Source: an optimization exercise on an open RTL-to-GDS flow (aim: small area). Production flows keep margins and buffers that such runs may drop. The RTL was checked by simulation tests, not by an equivalence proof against the original design. The flow treats the clock pin as an ideal source. Dropping or thinning the clock tree relies on that and would not hold on a real chip. Power figures rest on the tool's default switching activity, not on a simulated workload.

==> flow/design.v <==
module ev1527_classifier (
    input  wire [14:0] lo_i,
    input  wire [13:0] hi_i,
    output wire        valid_o,      
    output wire        bit_o,        
    output wire        preamble_o    
);
    function automatic le15(input [14:0] a, input [14:0] b);
        integer i;
        reg r;
        begin
            r = 1'b1;
            for (i = 0; i < 15; i = i + 1)
                r = (~a[i] & b[i]) | (~a[i] & r) | (b[i] & r);
            le15 = r;
        end
    endfunction
    function automatic [14:0] add15(input [14:0] a, input [14:0] b);
        integer i;
        reg c;
        begin
            c = 1'b0;
            for (i = 0; i < 15; i = i + 1) begin
                add15[i] = a[i] ^ b[i] ^ c;
                c = (a[i] & b[i]) | (a[i] & c) | (b[i] & c);
            end
        end
    endfunction
    wire [14:0] hi = {1'b0, hi_i};
    wire lo_le_2hi = le15(lo_i, {hi_i, 1'b0});
    assign valid_o = le15(15'd450, hi) && le15(hi, 15'd8500) &&
                     le15(15'd1350, lo_i) && le15(lo_i, 15'd25500);
    assign bit_o   = lo_le_2hi;
    wire [14:0] q       = {3'b000, hi_i[13:2]};
    wire [14:0] q1      = {4'b0001, hi_i[12:2]};
    wire [14:0] q_x5    = add15({q1[12:0], 2'b00}, q1);
    assign preamble_o = le15(15'd2400, q) && le15(q, 15'd4000) &&
                        le15(q_x5, lo_i) && lo_le_2hi;
endmodule
module ev1527_decoder (
    input  wire        clk,
    input  wire        rst,         
    input  wire        line_i,      
    input  wire        tick_i,      
    input  wire        rearm_i,     
    input  wire        disable_i,   
    input  wire        clrdet_i,    
    output wire [19:0] address_o,
    output wire [3:0]  key_o,
    output wire        detected_o,
    output wire        enabled_o
);
    reg        line_q;
    reg        enabled;
    reg        exp_fall;
    reg [14:0] count;
    reg [13:0] hi;
    reg [4:0]  bit_index;
    wire       preamble_found = |bit_index;
    reg [22:0] acc;
    reg [19:0] address;
    reg [3:0]  key;
    reg        detected;
    wire edge_hit = exp_fall ? (~line_i & line_q) : (line_i & ~line_q);
    wire notify   = enabled & edge_hit & ~rearm_i & ~disable_i;
    wire n_fall   = notify & exp_fall;     
    wire n_rise   = notify & ~exp_fall;    
    wire        count_sat = exp_fall ? &count[13:6] : &count[14:6];
    wire        inc  = enabled & tick_i & ~count_sat;
    wire        big  = ~preamble_found & exp_fall;
    wire [14:0] step = {10'd0, big, 1'b0, big, preamble_found & ~exp_fall,
                        ~big} & {15{inc}};
    reg  [14:0] count_sum;
    reg         carry;
    integer i;
    always @(*) begin
        carry = 1'b0;
        for (i = 0; i < 15; i = i + 1) begin
            count_sum[i] = count[i] ^ step[i] ^ carry;
            carry        = (count[i] & step[i]) | (count[i] & carry) |
                           (step[i] & carry);
        end
    end
    wire valid, bit_value, is_preamble;
    ev1527_classifier u_classifier (
        .lo_i      (count),
        .hi_i      (hi),
        .valid_o   (valid),
        .bit_o     (bit_value),
        .preamble_o(is_preamble)
    );
    wire take_bit = n_rise & preamble_found & valid;
    wire last_bit = (bit_index == 5'd14);
    wire complete = take_bit & last_bit;
    always @(posedge clk) begin
        line_q <= line_i;
        count <= notify ? 15'd0 : count_sum;
        if (exp_fall)
            hi[12:0] <= count[12:0];
        if (rearm_i)
            hi[13] <= 1'b0;
        else if (exp_fall)
            hi[13] <= count[13];
        else if (notify)
            hi[13] <= 1'b0;
        if (rearm_i)
            exp_fall <= 1'b0;
        else if (notify)
            exp_fall <= ~exp_fall & (~preamble_found | valid);
        if (rearm_i)
            bit_index <= 5'd0;
        else if (n_rise) begin
            if (!preamble_found)
                bit_index <= {4'd0, is_preamble};
            else if (valid)
                bit_index <= {bit_index[3:0], bit_index[4] ^ bit_index[2]};
            else
                bit_index <= 5'd0;
        end
        if (n_rise)
            acc <= {acc[21:0], bit_value};
        if (complete) begin
            address <= acc[22:3];
            key     <= {acc[2:0], bit_value};
        end
        if (rst)
            enabled <= 1'b0;
        else if (disable_i)
            enabled <= 1'b0;
        else if (rearm_i)
            enabled <= 1'b1;
        else if (complete)
            enabled <= 1'b0;
        if (rst)
            detected <= 1'b0;
        else if (complete)
            detected <= 1'b1;
        else if (clrdet_i)
            detected <= 1'b0;
    end
    assign address_o  = address;
    assign key_o      = key;
    assign detected_o = detected;
    assign enabled_o  = enabled;
endmodule
export LEC_CHECK = 0
export CAP_MARGIN = 20
export CORE_MARGIN = 2
export CORE_UTILIZATION = 40
export GPL_TIMING_DRIVEN = 0
export SLEW_MARGIN = 20
create_clock -name core_clock -period 6.0 [get_ports {clk}]
standard.sh (not shown) runs the stock make flow with config.mk's settings and CLKGATE_MAP_FILE= SYNTH_SCRIPT=/design/flow/synth_recipe.tcl, a recipe that flattens the netlist after the stock synthesis.
==> flow/flow/run.sh <==
#!/bin/bash
# Own layout flow: the standard flow (standard.sh) with these changes.
#  - Synthesis is the standard flow's own script (synth_recipe.tcl), except that the ABC
#    mapping step uses an area-oriented script (flow/area.abc): the same
#    registers, cell types and names, only the logic between them is mapped
#    differently.
#  - Ports are buffered with buf_1 instead of the resizer's default pick.
#  - CTS is replaced by a two-level clock buffer tree (flow/cts_hook.tcl):
#    the registers are split into CLK_GROUPS equal groups by position, each
#    driven by a clkbuf_8 at its centre; one clkbuf_2 drives those.
# Each tool's log is in orfs/logs/; make's output is in flow_make.log.
set -euo pipefail
W=$(pwd)
cat > "$W/flow_synth.tcl" <<EOF
proc abc {args} {
  set i [lsearch -exact \$args -script]
  if {\$i >= 0} { lset args [expr {\$i + 1}] $W/flow/area.abc }
  yosys abc {*}\$args
}
source $W/synth_recipe.tcl
EOF
export BUFFER_PORTS_ARGS="-buffer_cell sky130_fd_sc_hd__buf_1"
export PRE_CTS_TCL="$W/flow/cts_hook.tcl"
export CLK_GROUPS=5
export CLK_LEAF_CELL=sky130_fd_sc_hd__clkbuf_8
export CLK_ROOT_CELL=sky130_fd_sc_hd__clkbuf_2
bash standard.sh SYNTH_SCRIPT="$W/flow_synth.tcl" finish > flow_make.log 2>&1
==> flow/flow/area.abc <==
&get -n
&st
&dch
&nf -R 1000 -E 100
&put
topo
Other scripts of this flow, unchanged in this note and not shown: flow/flow/cts_hook.tcl
Then changed:
==> flow/flow/area.abc (replaced) <==
&get -n
&st
&dch
&nf -R 1000 -E 100 -C 32
&put
topo
Global-route usage grows by 0.10 points.
Critical path depth grows by 1.
Register-to-register slack gets better by 30 ps.
Wire length decreases by 4.1%.
First-iteration DRC count drops by 60%.
Synthesized area barely changes.
Then changed:
==> flow/flow/area.abc (replaced) <==
&get -n
&st
&dch
&nf -R 1000 -E 50
&put
topo
Register-to-register slack degrades by 30 ps.
Via count grows by 1.4%.
Combinational power grows by 4.9%.
Wire length grows by 4.3%.
Cell count barely changes.
Synthesized area stays flat.
Setup slack degrades by 26 ps.
Sequential cell count is unchanged.
In every run of this note, the design's own scripts or RTL, not TritonCTS, make the clock network.

port drivers added, routing unchanged:
In the flow no input, the clock included, has a driving cell. The finished layouts below were timed again as built, in two steps.
Step 1 sets driving cells, clkbuf_16 on the clock port and buf_2 on the other inputs (assumed; they add their load-dependent delay and slew).
Step 2, shift: input delay + t, output delay - t, t = (earliest + latest rising clock arrival at the registers) / 2. This alone moves slack from input paths to output paths.
Three values: no drivers, after step 1, after step 2; two values: the first two.
run | shift t [ns] | setup slack, ns | worst setup path at the end | slew at the worst register clock pin (ns)
the first run | 0.518 | 0.231 / 0.230 / 0.230 | register to register | 0.11 / 0.11
the second run | 0.490 | 0.256 / 0.256 / 0.256 | register to register | 0.10 / 0.10
the third run | 0.518 | 0.231 / 0.230 / 0.230 | register to register | 0.11 / 0.11
After both steps every run listed still meets setup and hold.
